This design comes from an exercise in tuning for small area on the open sky130 flow, not from production work. Function was checked by simulation only, so behaviour that the tests miss may differ from the original. Power figures rest on the tool's default switching activity, not on a simulated workload.

$ cat design.v
module crc8_24 (
    input  wire [23:0] msg,
    output wire [7:0]  crc
);
    reg [31:0] acc;
    integer i;
    always @(*) begin
        acc = {msg, 8'h00};
        for (i = 31; i >= 8; i = i - 1) begin
            if (acc[i])
                acc = acc ^ (32'h107 << (i - 8));
        end
    end
    assign crc = acc[7:0];
endmodule
module crc8_codec (
    input  wire        clk,
    input  wire        rst,       
    input  wire        issue,
    input  wire [47:0] cmd,
    output wire [7:0]  rstat,
    output wire [3:0]  rop,
    output wire [7:0]  rcrc,
    output wire [31:0] rframe
);
    localparam [3:0] OP_CRC8     = 4'h1;
    localparam [3:0] OP_BUILD    = 4'h2;
    localparam [3:0] OP_VALIDATE = 4'h3;
    localparam [3:0] OP_EXTRACT  = 4'h4;
    wire [3:0]  op = cmd[47:44];
    wire [6:0]  ea = cmd[38:32];
    wire [31:0] pl = cmd[31:0];
    wire [7:0] crc_msg;
    crc8_24 u_crc_msg (.msg(pl[31:8]), .crc(crc_msg));
    wire [23:0] build_msg = {1'b0, pl[30:24], pl[23:8]};
    wire [7:0]  crc_build;
    crc8_24 u_crc_build (.msg(build_msg), .crc(crc_build));
    wire sts_ok  = pl[31];
    wire addr_ok = (pl[30:24] == ea);
    wire crc_ok  = (pl[7:0] == crc_msg);
    reg        n_ill, n_valid, n_sts, n_addr, n_crc;
    reg [7:0]  n_rcrc;
    reg [31:0] n_rframe;
    always @(*) begin
        n_ill    = 1'b0;
        n_valid  = 1'b0;
        n_sts    = 1'b0;
        n_addr   = 1'b0;
        n_crc    = 1'b0;
        n_rcrc   = 8'h00;
        n_rframe = 32'h0000_0000;
        case (op)
            OP_CRC8: begin
                n_rcrc   = crc_msg;
                n_rframe = {pl[31:8], crc_msg};
            end
            OP_BUILD: begin
                n_rcrc   = crc_build;
                n_rframe = {build_msg, crc_build};
            end
            OP_VALIDATE, OP_EXTRACT: begin
                n_sts    = sts_ok;
                n_addr   = addr_ok;
                n_crc    = crc_ok;
                n_valid  = sts_ok & addr_ok & crc_ok;
                n_rcrc   = crc_msg;
                n_rframe = pl;
            end
            default: begin
                n_ill    = 1'b1;
            end
        endcase
    end
    reg        has_q, ill_q, valid_q, sts_q, addr_q, crc_q;
    reg [3:0]  rop_q;
    reg [7:0]  rcrc_q;
    reg [31:0] rframe_q;
    always @(posedge clk) begin
        if (rst) begin
            has_q   <= 1'b0;
            ill_q   <= 1'b0;
            valid_q <= 1'b0;
            sts_q   <= 1'b0;
            addr_q  <= 1'b0;
            crc_q   <= 1'b0;
        end else if (issue) begin
            has_q   <= 1'b1;
            ill_q   <= n_ill;
            valid_q <= n_valid;
            sts_q   <= n_sts;
            addr_q  <= n_addr;
            crc_q   <= n_crc;
        end
    end
    always @(posedge clk) begin
        if (!rst && issue) begin
            rop_q    <= op;
            rcrc_q   <= n_rcrc;
            rframe_q <= n_rframe;
        end
    end
    assign rstat  = {has_q, ill_q, valid_q, sts_q, addr_q, crc_q, 2'b00};
    assign rop    = rop_q;
    assign rcrc   = rcrc_q;
    assign rframe = rframe_q;
endmodule
$ cat run.sh
#!/bin/bash
# synth_recipe.tcl (not shown) runs the flow's synth.tcl, then flattens the netlist and writes it again
# the make line also repeats each setting of config.mk as NAME=value (left out here)
make -C /OpenROAD-flow-scripts/flow DESIGN_CONFIG=/design/flow/config.mk WORK_HOME=/design/flow/orfs CLKGATE_MAP_FILE= SYNTH_SCRIPT=/design/flow/synth_recipe.tcl finish
$ cat config.mk
export PLATFORM = sky130hd
export DESIGN_NAME = crc8_codec
export DESIGN_NICKNAME = crc8_codec
export VERILOG_FILES = /design/flow/design.v
export SDC_FILE = /design/flow/constraint.sdc
export NUM_CORES = 4
export LEC_CHECK = 0
export CAP_MARGIN = 20
export CORE_MARGIN = 2
export CORE_UTILIZATION = 40
export PLACE_DENSITY = 0.6
export SLEW_MARGIN = 20
$ cat constraint.sdc
create_clock -name core_clock -period 5.0 [get_ports {clk}]
set_input_delay 1.0000 -clock core_clock [delete_from_list [all_inputs] [get_ports {clk}]]
set_output_delay 1.0000 -clock core_clock [all_outputs]
set_load 0.01 [all_outputs]
==> results.txt, run 1 <==
* Outcome: complete, no violations
* Pwr Total at 1.39 mW
* Pwr dens at 341 mW/mm^2
* Cts hold-fix bufs at 0
* Setup_tns at 0 ns
* Die ar. at 0.00811 mm^2
* Synth Register Bits at 50
* Crit path DAT at 3.53 ns
* GRT Total Usage at 15.6%
* Comb pwr share at 43.2%
* Critical Path RT at 5.05 ns
* Overflow after GRT at 0
* ANT cells at 0
* P_int at 0.985 mW
* Period utilisation layout at 69.7%
* RSZ-0062 raised after global routing: no
* Synth Flop Type: edfxtp_1
* Routed vias at 1921
* Lkg Pwr at 1.47 nW
* Number of remaining DRC errors at 0
* Layout Nets at 368
* Final hold violation count at 0
* Post-layout util at 56.4%
* Tmin final at 3.48 ns
* Placed Area at 0.00396 mm^2
* Die Ht at 90.0 um
* Clk slew on worst S/H paths at 0.09 ns
* Ys async rst share at 0%
* Final instance area at 0.00407 mm^2
* Drt total wl at 6.30 mm
* Routed length per instance at 15.1 um
* Die Span X at 90.0 um
* Clock group share of total power at 20.4%
* CTS tree: yes
* CTS Buffer Depth at 2
* Post-cts resize count at 0
* Number of H-tree levels at 2
* Max Slew Vio Count at 0
* Synth unique cells at 36
* Most common library cells after synthesis: edfxtp_1 (44), xnor2_1 (35), nor2b_1 (25)
* Cells after Synth at 232
* Switching share of power at 29.0%
* Initial antenna violation count at 0
* TritonCTS Buffers at 5
* Worst-Margin Slew at 0.896 ns
* Clk latency of the worst-skew pair at 0.30 ns
* Top-count cell post-synth: edfxtp_1
* Critical path startpoint category: input port
* Clk_skew at 0 ns
* First-pass GRT wire length at 9.91 mm
* EDFF count, synth at 44
* Top post-synthesis cells by area: edfxtp_1 (45%), xnor2_1 (10%), xnor3_1 (9.1%), nor2b_1 (5.3%), xor3_1 (4.8%)
* Switch Pwr at 0.403 mW
* DR iter-0 viols at 59
* # setup viols final at 0
* Post-route ant nets at 0
* Crit Path Class: input port to register
* CTS Sinks at 50
* Layout area overhead at 37.3%
* Max Cap Viol at 0
* Syn avg cell area at 12.8 um^2
* Max Fclk at 287 MHz
* DP Wirelength at 4.82 mm
* Sequential Power Share at 36.4%
* Register area share after synthesis at 48.7%
* Vias in the first global route at 1888
* Hold slack at 0.460 ns
* Port Buffer Count at 95
* Crit. End Element: register
* First drt pass iteration count at 4
* Worst-path maximum fanout at 6
* Placer Congestion at 0.725
* Placeable Area at 0.00721 mm^2
* Worst min-delay path category: register to register
* Fraction of layout cells with a size suffix above 1 at 5.35%
* Largest net degree at the start of global routing at 30
* Setup bufs post-CTS at 0
* Initial core utilization at 41.1%
* Biggest area consumer among synthesized cells: edfxtp_1
* Cell Area, Synth at 0.00296 mm^2
* Max-slew headroom at 40.0%
* Vias per Instance at 4.61
* Cell Rows at 31
* Root buf cell: clkbuf_8
* Synth Warn # at 2
* Num ports at 103
* Post-synth top area share at 44.6%
* # fillers at 638
* Worst vdd ir at 0.134 mV
registers in the layout, summed over array words and instances, names as in the netlist:
signal / flops
rop_q: 4
valid_q: 1
sts_q: 1
rframe_q: 32
has_q: 1
addr_q: 1
rcrc_q: 8
crc_q: 1
ill_q: 1
layer usage:
layer	part of all wire, %	wire, um	GRT usage (%)
met1	48	3020	21.1
met2	47	2940	25.1
met3	3.8	242	2.93
met4	1.6	98	5.77
met5	0	0	0
cell families after synthesis:
| logic type | synth area share [%] |
|---|---|
| AO/OA/AOI/OAI | 4.01 |
| XOR/XNOR | 30.0 |
| buffers and inverters | 3.72 |
| flip-flops | 48.7 |
| multiplexers | 0.676 |
| other | 0.127 |
| AND/OR/NAND/NOR | 12.8 |
critical path, stage by stage:
cell and delay, ns:
clkdlybuf4s50_1 0.69, xor3_1 0.50, xnor3_2 0.29, xnor2_2 0.28
xor3_2 0.44, xor2_1 0.19, o221ai_1 0.14
final cells by class:
type / instances / area (um^2) / area share, %
multi-input combinational: 163 / 1430 / 35.1
clock buffer: 5 / 68.8 / 1.69
timing repair buffer: 97 / 966 / 23.8
clock inverter: 3 / 40.0 / 0.985
sequential: 50 / 1440 / 35.4
tap: 99 / 124 / 3.05
layout by cell type (no fill, tap or decap), types with 2 or more instances in the layout:
| cell | instances |
|---|---|
| nor2b_1 | 24 |
| buf_4 | 2 |
| xor3_1 | 6 |
| a21oi_1 | 4 |
| conb_1 | 2 |
| xor2_1 | 10 |
| nor3_1 | 2 |
| o211ai_1 | 2 |
| o21ai_1 | 2 |
| mux2i_1 | 2 |
| nand3b_1 | 2 |
| dfxtp_1 | 6 |
| nand2_1 | 12 |
| xnor3_1 | 12 |
| edfxtp_1 | 44 |
| nand4_1 | 2 |
| clkinv_2 | 2 |
| xnor2_1 | 35 |
| nor2_1 | 16 |
| clkdlybuf4s50_1 | 95 |
| o21ai_0 | 7 |
| nand2b_1 | 3 |
| nor4b_1 | 2 |
| clkbuf_8 | 5 |
| xnor2_2 | 2 |
| nand3_1 | 4 |
worst paths after layout:
kind              startpoint           to  slack [ns]  cells past startpoint
hold / removal         crc_q        crc_q        0.46                      2
setup reg to reg       ill_q        ill_q        4.40                      2
setup / recovery     cmd[27]  rframe_q[1]        1.52                      7
hold reg to reg        crc_q        crc_q        0.46                      2
power groups by stage:
stage | Combinational, mW | Sequential (mW) | Clock (mW)
2_1_floorplan | 0.419 | 0.533 | 0
3_3_place_gp | 0.602 | 0.515 | 0
3_5_place_dp | 0.605 | 0.515 | 0
4_1_cts | 0.608 | 0.506 | 0.289
5_1_grt | 0.648 | 0.509 | 0.304
6_report | 0.599 | 0.505 | 0.283
per-stage QoR:
step | instances | setup WS (ns)
5_1_grt | 417 | 1.40
6_report | 417 | 1.52
4_1_cts | 417 | 1.52
2_1_floorplan | 233 | 1.26
3_3_place_gp | 409 | 1.22
3_5_place_dp | 409 | 1.19
==> run 2: changes to the inputs <==
==> design.v (replaced) <==
module crc8_24 (
    input  wire [23:0] msg,
    output wire [7:0]  crc
);
    wire t0 = msg[12] ^ msg[14];
    wire t1 = msg[15] ^ msg[17];
    wire t2 = msg[16] ^ msg[18];
    wire t3 = msg[6] ^ msg[22];
    wire t4 = msg[11] ^ msg[13];
    wire t5 = msg[23] ^ t2;
    wire t6 = msg[21] ^ t0;
    wire t7 = t1 ^ t3;
    wire t8 = msg[9] ^ t4;
    wire t9 = msg[0] ^ msg[1];
    wire t10 = msg[3] ^ t8;
    wire t11 = msg[8] ^ msg[10];
    wire t12 = msg[13] ^ t9;
    wire t13 = msg[6] ^ t6;
    wire t14 = msg[2] ^ t11;
    wire t15 = msg[19] ^ t13;
    wire t16 = t7 ^ t12;
    wire t17 = msg[4] ^ msg[5];
    wire t18 = msg[7] ^ t5;
    wire t19 = msg[0] ^ msg[8];
    wire t20 = t19 ^ t15;
    wire t21 = t20 ^ t18;
    wire t22 = msg[9] ^ msg[20];
    wire t23 = t22 ^ t5;
    wire t24 = t23 ^ t6;
    wire t25 = t24 ^ t16;
    wire t26 = msg[12] ^ t14;
    wire t27 = t26 ^ t16;
    wire t28 = msg[1] ^ msg[2];
    wire t29 = t28 ^ msg[14];
    wire t30 = t29 ^ t10;
    wire t31 = t30 ^ t18;
    wire t32 = msg[3] ^ msg[4];
    wire t33 = t32 ^ msg[19];
    wire t34 = t33 ^ t0;
    wire t35 = t34 ^ t1;
    wire t36 = t35 ^ t14;
    wire t37 = msg[15] ^ msg[20];
    wire t38 = t37 ^ t2;
    wire t39 = t38 ^ t10;
    wire t40 = t39 ^ t17;
    wire t41 = msg[10] ^ msg[16];
    wire t42 = t41 ^ msg[17];
    wire t43 = t42 ^ t15;
    wire t44 = t43 ^ t17;
    wire t45 = msg[5] ^ msg[7];
    wire t46 = t45 ^ msg[18];
    wire t47 = t46 ^ msg[20];
    wire t48 = t47 ^ t4;
    wire t49 = t48 ^ t7;
    assign crc[0] = t21;
    assign crc[1] = t25;
    assign crc[2] = t27;
    assign crc[3] = t31;
    assign crc[4] = t36;
    assign crc[5] = t40;
    assign crc[6] = t44;
    assign crc[7] = t49;
endmodule
module crc8_codec (
    input  wire        clk,
    input  wire        rst,       
    input  wire        issue,
    input  wire [47:0] cmd,
    output wire [7:0]  rstat,
    output wire [3:0]  rop,
    output wire [7:0]  rcrc,
    output wire [31:0] rframe
);
    wire [3:0]  op = cmd[47:44];
    wire [6:0]  ea = cmd[38:32];
    wire [31:0] pl = cmd[31:0];
    wire op_crc8  = (op == 4'h1);
    wire op_ve    = (op == 4'h3) | (op == 4'h4);
    wire op_legal = op_crc8 | (op == 4'h2) | op_ve;
    wire ld   = issue & ~rst;     
    wire keep = ~issue & ~rst;    
    reg        has_q, addr_q;
    reg [3:0]  op_q;
    reg [31:0] f_q;               
    wire [31:0] f_ld = {pl[31] & (op_crc8 | op_ve),
                        pl[30:8] & {23{op_legal}},
                        pl[7:0] & {8{op_ve}}};
    always @(posedge clk) begin
        has_q  <= ~rst & (issue | has_q);
        addr_q <= (ld & op_ve & (pl[30:24] == ea)) | (keep & addr_q);
        op_q   <= ({4{ld}} & op) | ({4{keep}} & op_q);
        f_q    <= ({32{ld}} & f_ld) | ({32{keep}} & f_q);
    end
    wire [7:0] crc;
    crc8_24 u_crc (.msg(f_q[31:8]), .crc(crc));
    wire q_cb = (op_q == 4'h1) | (op_q == 4'h2);
    wire q_ve = (op_q == 4'h3) | (op_q == 4'h4);
    wire sts_ok  = q_ve & f_q[31];
    wire addr_ok = addr_q;
    wire crc_ok  = q_ve & (f_q[7:0] == crc);
    assign rstat  = {has_q, has_q & ~(q_cb | q_ve), sts_ok & addr_ok & crc_ok,
                     sts_ok, addr_ok, crc_ok, 2'b00};
    assign rop    = op_q;
    assign rcrc   = crc;
    assign rframe = {f_q[31:8], f_q[7:0] | (crc & {8{q_cb}})};
endmodule
==> run 2 against run 1 <==
Effect of this change:
- largest cell class is now multi-input combinational cells
- highest routed layer unchanged
- still clean on timing, DRC and antenna
- global-route usage increased by 1.0 points
- non-clock buffer count decreased by 1
- combinational power decreased by 58%
- first-iteration DRC count decreased by 15%
==> results.txt, run 2 <==
* Outcome: complete, no violations
* Cts hold-fix bufs at 0
* Switch Pwr at 0.230 mW
* Setup_tns at 0 ns
* Drt total wl at 5.42 mm
* Initial core utilization at 40.9%
* Biggest area consumer among synthesized cells: dfxtp_1
* Clk slew on worst S/H paths at 0.08 ns
* Die Ht at 81.1 um
* CTS Sinks at 38
* Synth Flop Type: dfxtp_1
* Comb pwr share at 31.3%
* CTS Buffer Depth at 2
* Top post-synthesis cells by area: dfxtp_1 (32%), buf_4 (12%), xnor2_1 (12%), a22o_1 (11%), xor2_1 (6.6%)
* DR iter-0 viols at 50
* Routed length per instance at 14.6 um
* Number of H-tree levels at 2
* Layout Nets at 346
* Max Slew Vio Count at 0
* CTS tree: yes
* Clk latency of the worst-skew pair at 0.28 ns
* Register area share after synthesis at 32.0%
* Synth Warn # at 1
* Met3 Usage GRT at 4.33%
* Final instance area at 0.00322 mm^2
* Sequential Power Share at 40.2%
* P_int at 0.567 mW
* CP top delay family: XOR/XNOR gates
* Pwr dens at 247 mW/mm^2
* DP Wirelength at 4.25 mm
* Post-layout util at 55.4%
* Post-synth top area share at 32.0%
* Tmin final at 4.17 ns
* ANT cells at 0
* Placed Area at 0.00313 mm^2
* Num ports at 103
* Largest net degree at the start of global routing at 33
* GRT Total Usage at 16.6%
* Ys async rst share at 0%
* Cell Area, Synth at 0.00238 mm^2
* Placeable Area at 0.00582 mm^2
* Die Span X at 81.1 um
* First drt pass iteration count at 4
* Routed vias at 1767
* Worst-Margin Slew at 1.06 ns
* RSZ-0062 raised after global routing: no
* Vias in the first global route at 1653
* Setup bufs post-CTS at 0
* Syn avg cell area at 10.1 um^2
* Clk_skew at 0 ns
* Post-route ant nets at 0
* Cell Rows at 28
* Max Cap Viol at 0
* Max-slew headroom at 29.1%
* Period utilisation layout at 83.5%
* Max Fclk at 240 MHz
* Switching share of power at 28.9%
* Worst-path maximum fanout at 5
* Die ar. at 0.00658 mm^2
* Layout area overhead at 35.6%
* Crit path DAT at 3.17 ns
* TritonCTS Buffers at 5
* Post-cts resize count at 0
* Met2 Track Usage GR at 26.9%
* Cells after Synth at 236
* Most frequent cells in the layout: clkdlybuf4s50_1 (95), dfxtp_1 (38), xnor2_1 (32)
* Lkg Pwr at 1.31 nW
* Synth unique cells at 34
* Most common cell after layout, fill and taps aside: clkdlybuf4s50_1
* Max reg flops at 32
* Root buf cell: clkbuf_8
* Vias per Instance at 4.76
* Critical-path top delay cell: clkdlybuf4s50_1
* Final hold violation count at 0
* Gr busiest metal: met2
* # setup viols final at 0
* Placer Congestion at 0.774
* Critical Path RT at 4.00 ns
* Worst min-delay path category: register to register
* Crit. End Element: output pin
* Crit-path cells: xnor3_2 > xnor2_1 > xnor3_2 > xnor2_1 > or4_1 > nor4_2 > clkdlybuf4s50_1
* Number of remaining DRC errors at 0
* Critical path startpoint category: register
* Overflow after GRT at 0
* Fraction of layout cells with a size suffix above 1 at 5.74%
* Crit path buf inv count at 1
* Most flop-heavy register: f_q
* Port Buffer Count at 95
* Synth Register Bits at 38
* Most common library cells after synthesis: buf_4 (38), dfxtp_1 (38), xnor2_1 (32)
* Worst vdd ir at 0.122 mV
* Initial antenna violation count at 0
* EDFF count, synth at 0
* First-pass GRT wire length at 8.25 mm
* Largest regs: f_q (32), op_q (4)
* Routing usage on met1 at 21.9%
* Max incr delay on CP at 0.58 ns
* Crit Path Class: register to output pin
* Clock group share of total power at 28.4%
[run 2: cell types whose count changed after synthesis, sizes merged, moves of 6 or more]
| cell | change |
|---|---|
| a22o | +31 |
| inv | +8 |
| dfxtp | +32 |
| buf | +25 |
| xor3 | -6 |
| nand2 | -8 |
| xor2 | +9 |
| edfxtp | -44 |
| nor2b | -25 |
| o21ai | -7 |
[run 2: path summary, 6_finish.rpt]
| path | to | cells after the start | slack [ns] | start |
|---|---|---|---|---|
| max | rstat[5] | 7 | 0.83 | f_q[22] |
| min reg2reg | has_q | 2 | 0.48 | has_q |
| max reg2reg | f_q[31] | 2 | 4.28 | f_q[31] |
| min | has_q | 2 | 0.48 | has_q |
[run 2: tightest hold or removal path: stages (launching register included)]
cell and delay, ns:
dfxtp_1 0.32, nor2_1 0.08, nor2_1 0.04
[run 2: final cells by class]
cell class / count / area, um^2
fill: 552 / 2590
multi-input combinational: 146 / 1290
timing repair buffer: 96 / 958
sequential: 38 / 761
tap: 75 / 93.8
clock buffer: 6 / 82.6
inverter: 8 / 30.0
clock inverter: 2 / 12.5
[run 2: logic make-up after synthesis]
kind of cell	share of synthesized area [%]
AOI/OAI and AO/OA	16.5
buffers and inverters	14.4
muxes	2.10
DFF	32.0
and+or+nand+nor	6.47
xor gates and xnor gates	28.5
other	0.158
[run 2: stage by stage]
stage,hold slack (ns),power (mW),std cells,setup slack [ns]
after floorplan,0.449,0.488,237,1.73
after global placement,0.461,0.580,363,1.12
after detailed placement,0.466,0.580,363,1.11
after CTS,0.483,0.806,371,0.778
after global routing,0.523,0.839,371,0.604
final,0.479,0.798,371,0.827
[run 2: power groups by stage]
stage / Sequential [mW] / Clock (mW) / Combinational [mW]
2_1_floorplan: 0.327 / 0 / 0.161
3_3_place_gp: 0.328 / 0 / 0.252
3_5_place_dp: 0.328 / 0 / 0.252
4_1_cts: 0.321 / 0.232 / 0.253
5_1_grt: 0.323 / 0.247 / 0.269
6_report: 0.321 / 0.227 / 0.250
[run 2: routing by layer]
layer	wire (um)	part of all wire, %
met1	2460	45
met5	0	0
met4	61	1.1
met2	2610	48
met3	281	5.2
==> run 3: changes to the inputs <==
==> flow/run.sh (new file) <==
#!/bin/bash
# The standard layout, with the smallest buffer on the ports and a leaner clock tree.
set -euo pipefail
bash standard.sh \
  "BUFFER_PORTS_ARGS=-buffer_cell sky130_fd_sc_hd__buf_1" \
  "CTS_ARGS=-sink_clustering_enable -repair_clock_nets -dont_use_dummy_load" \
  finish > flow_make.log 2>&1
==> standard.sh (new file) <==
#!/bin/bash
# synth_recipe.tcl (not shown) runs the flow's synth.tcl, then flattens the netlist and writes it again
# the make line also repeats each setting of config.mk as NAME=value (left out here)
make -C /OpenROAD-flow-scripts/flow DESIGN_CONFIG=/design/flow/config.mk WORK_HOME=/design/flow/orfs CLKGATE_MAP_FILE= SYNTH_SCRIPT=/design/flow/synth_recipe.tcl "${@:-finish}"
removed: run.sh
==> run 3 against run 2 <==
Effect of this change:
- global-route usage down 1.5 points
- design area down 19%
- core utilization down 11 points
- worst setup slack better by 0.37 ns
- highest routed layer unchanged
==> results.txt, run 3 <==
* Fraction of layout cells with a size suffix above 1 at 4.78%
* Final hold violation count at 0
* Max layer used: met4
* Most common library cells after synthesis: buf_4 (38), dfxtp_1 (38), xnor2_1 (32)
* Most flop-heavy register: f_q
* Synth Flop Type: dfxtp_1
* Die Ht at 81.1 um
* Synth unique cells at 34
* CP top delay family: XOR/XNOR gates
* Critical Path RT at 4.00 ns
* DRT met1 WL at 2.31 mm
* FF-to-FF End: f_q[31]
* CTS Buffer Depth at 2
* Num ports at 103
* Crit path DAT at 2.80 ns
* Non-filler cells, final at 368
* Max Slew Vio Count at 0
* ANT cells at 0
* Biggest area consumer among synthesized cells: dfxtp_1
* Pwr dens at 266 mW/mm^2
* Critical-path top delay cell: xnor3_2
* Port Buffer Count at 95
* Max-slew headroom at 33.3%
* Worst-path maximum fanout at 3
* Routed vias at 1720
* EDFF count, synth at 0
* # setup viols final at 0
* Clk_skew at 0 ns
* Placeable Area at 0.00582 mm^2
* Area occupied by multi-input gates at 0.00129 mm^2
* Cell depth of the worst setup path at 7
* Post-route ant nets at 0
* Synth Warn # at 1
* Post-cts resize count at 0
* Cell Area, Synth at 0.00238 mm^2
* Largest regs: f_q (32), op_q (4)
* Cells after Synth at 236
* Reg2reg path depth at 2
* Synth Register Bits at 38
* Lkg Pwr at 1.06 nW
* Cts hold-fix bufs at 0
* Crit path to: rstat[5]
* CTS Sinks at 38
* Placer Congestion at 0.755
* Number of remaining DRC errors at 0
* Period utilisation layout at 76.1%
* TritonCTS Buffers at 5
* CTS tree: yes
* Top post-synthesis cells by area: dfxtp_1 (32%), buf_4 (12%), xnor2_1 (12%), a22o_1 (11%), xor2_1 (6.6%)
* Die ar. at 0.00658 mm^2
* Vias in the first global route at 1477
* Crit. End Element: output pin
* Worst min-delay path category: register to register
* Setup bufs post-CTS at 0
* DR iter-0 viols at 87
* R2R Setup Slk at 4.27 ns
* Worst setup startpoint: f_q[27]
* Clk latency of the worst-skew pair at 0.28 ns
* Crit Path Class: register to output pin
* Number of H-tree levels at 2
* Crit path buf inv count at 1
* Most common cell after layout, fill and taps aside: buf_1
* Post-synth top area share at 32.0%
* Most frequent cells in the layout: buf_1 (95), dfxtp_1 (38), xnor2_1 (32)
* Overflow after GRT at 0
* Vias per Instance at 4.67
* First drt pass iteration count at 4
* Max Cap Viol at 0
* Drt total wl at 4.98 mm
* Tmin final at 3.80 ns
* Outcome: complete, no violations
* DP Wirelength at 3.97 mm
* Inst Count DP at 363
* # fillers at 597
* Root buf cell: clkbuf_8
* Worst vdd ir at 0.0942 mV
* FF-to-FF Start: f_q[31]
* Die Span X at 81.1 um
* Routed length per instance at 13.5 um
* Met2 WL post-DR at 2.33 mm
* Largest net degree at the start of global routing at 33
* Max Fclk at 263 MHz
* RSZ-0062 raised after global routing: no
* Critical path startpoint category: register
* Worst-Margin Slew at 1.00 ns
* Crit-path cells: xnor3_2 > xnor2_1 > xnor3_2 > xnor2_1 > or4_1 > nor4_2 > buf_1
* Max reg flops at 32
* GRT Total Usage at 15.1%
* Layout Nets at 346
* Setup_tns at 0 ns
* Ys async rst share at 0%
* Max incr delay on CP at 0.50 ns
* Syn avg cell area at 10.1 um^2
* Register area share after synthesis at 32.0%
* Clk slew on worst S/H paths at 0.07 ns
* Initial core utilization at 40.9%
* Met3 wire length at 266 um
* Layout area overhead at 9.47%
* Initial antenna violation count at 0
* Cell Rows at 28
* Register Area at 761 um^2
* First-pass GRT wire length at 7.41 mm
==> run 3: changes by cell type in the layout (fill, tap and decap cells not counted) <==
cell / change
buf_1: +95
clkbuf_8: -1
clkdlybuf4s50_1: -95
clkinv_2: -1
clkinvlp_4: -1
==> run 3: tightest hold or removal path: stages (launching register included) <==
cell	delay [ns]
dfxtp_1	0.34
nor2_1	0.05
nor2_1	0.07
==> run 3: cell families after synthesis <==
| logic type | share of synthesized area [%] |
|---|---|
| AOI/OAI and AO/OA | 16.5 |
| xor gates and xnor gates | 28.5 |
| buffers and inverters | 14.4 |
| DFF | 32.0 |
| muxes | 2.10 |
| other | 0.158 |
| and+or+nand+nor | 6.47 |
==> run 3: per-layer routing <==
layer  track usage, %  up-vias
met5                0        -
met4             5.59        0
met3             3.67        6
met2             23.9       49
met1             20.0      782
li1                 -      883
==> run 3: layout make-up <==
cell class	instances	share of cell area, %
flip-flops and latches	38	29.2
repair buffers	96	14.0
well taps	75	3.60
inverters	8	1.15
clock buffers	5	2.64
multi-input cells	146	49.4
==> run 3: metrics by stage <==
step           setup slack, ns  util, %  power (mW)  area [um^2]  hold slack [ns]
4_1_cts                   1.17     44.8       0.704         2600            0.485
3_3_place_gp              1.50     43.6       0.514         2530            0.459
6_report                  1.20     44.8       0.693         2600            0.484
3_5_place_dp              1.49     43.6       0.517         2530            0.466
5_1_grt                   1.06     44.8       0.730         2600            0.542
2_1_floorplan             1.73        -       0.488         2380            0.449
==> run 3: report_power, final <==
part | switching [mW] | total, mW | internal [mW] | leakage (nW)
registers | 0.0103 | 0.321 | 0.311 | 0.309
clock network | 0.0952 | 0.185 | 0.0898 | 0.0359
logic | 0.102 | 0.186 | 0.0843 | 0.712
total | 0.208 | 0.693 | 0.485 | 1.06
==> run 3: how the worst min path moves through the flow <==
stage,slack (ns),endpoint,start,cells past startpoint
final,0.48,has_q,has_q,2
after global routing,0.54,has_q,has_q,2
after CTS,0.48,has_q,has_q,2
after detailed placement,0.47,has_q,has_q,2
after global placement,0.46,has_q,has_q,2
after floorplan,0.45,has_q,has_q,2

-- static timing again, ports no longer ideal --
In the flow no input, the clock included, has a driving cell. The finished layouts below were timed again as built, in two steps. Step 1 sets driving cells, clkbuf_16 on the clock port and buf_2 on the other inputs (assumed; they add their load-dependent delay and slew). Step 2 also shifts input and output timing later by t, the mid clock arrival at the registers, as if the neighbouring blocks saw the same clock. a / b / c = ideal ports / drivers / drivers and shift; a / b = the first two.
| run | shift t [ns] | setup slack, ns | worst slew at a driven data input, ns |
|---|---|---|---|
| run 1 | 0.331 | 1.517 / 1.513 / 1.183 | 0.05 |
| run 2 | 0.317 | 0.827 / 0.799 / 1.116 | 0.04 |
| run 3 | 0.306 | 1.196 / 1.168 / 1.474 | 0.04 |
After both steps setup and hold are still met in every run listed. For run 1, which loses most, drivers alone change the setup slack by -0.004 ns; drivers and shift together by -0.334 ns.
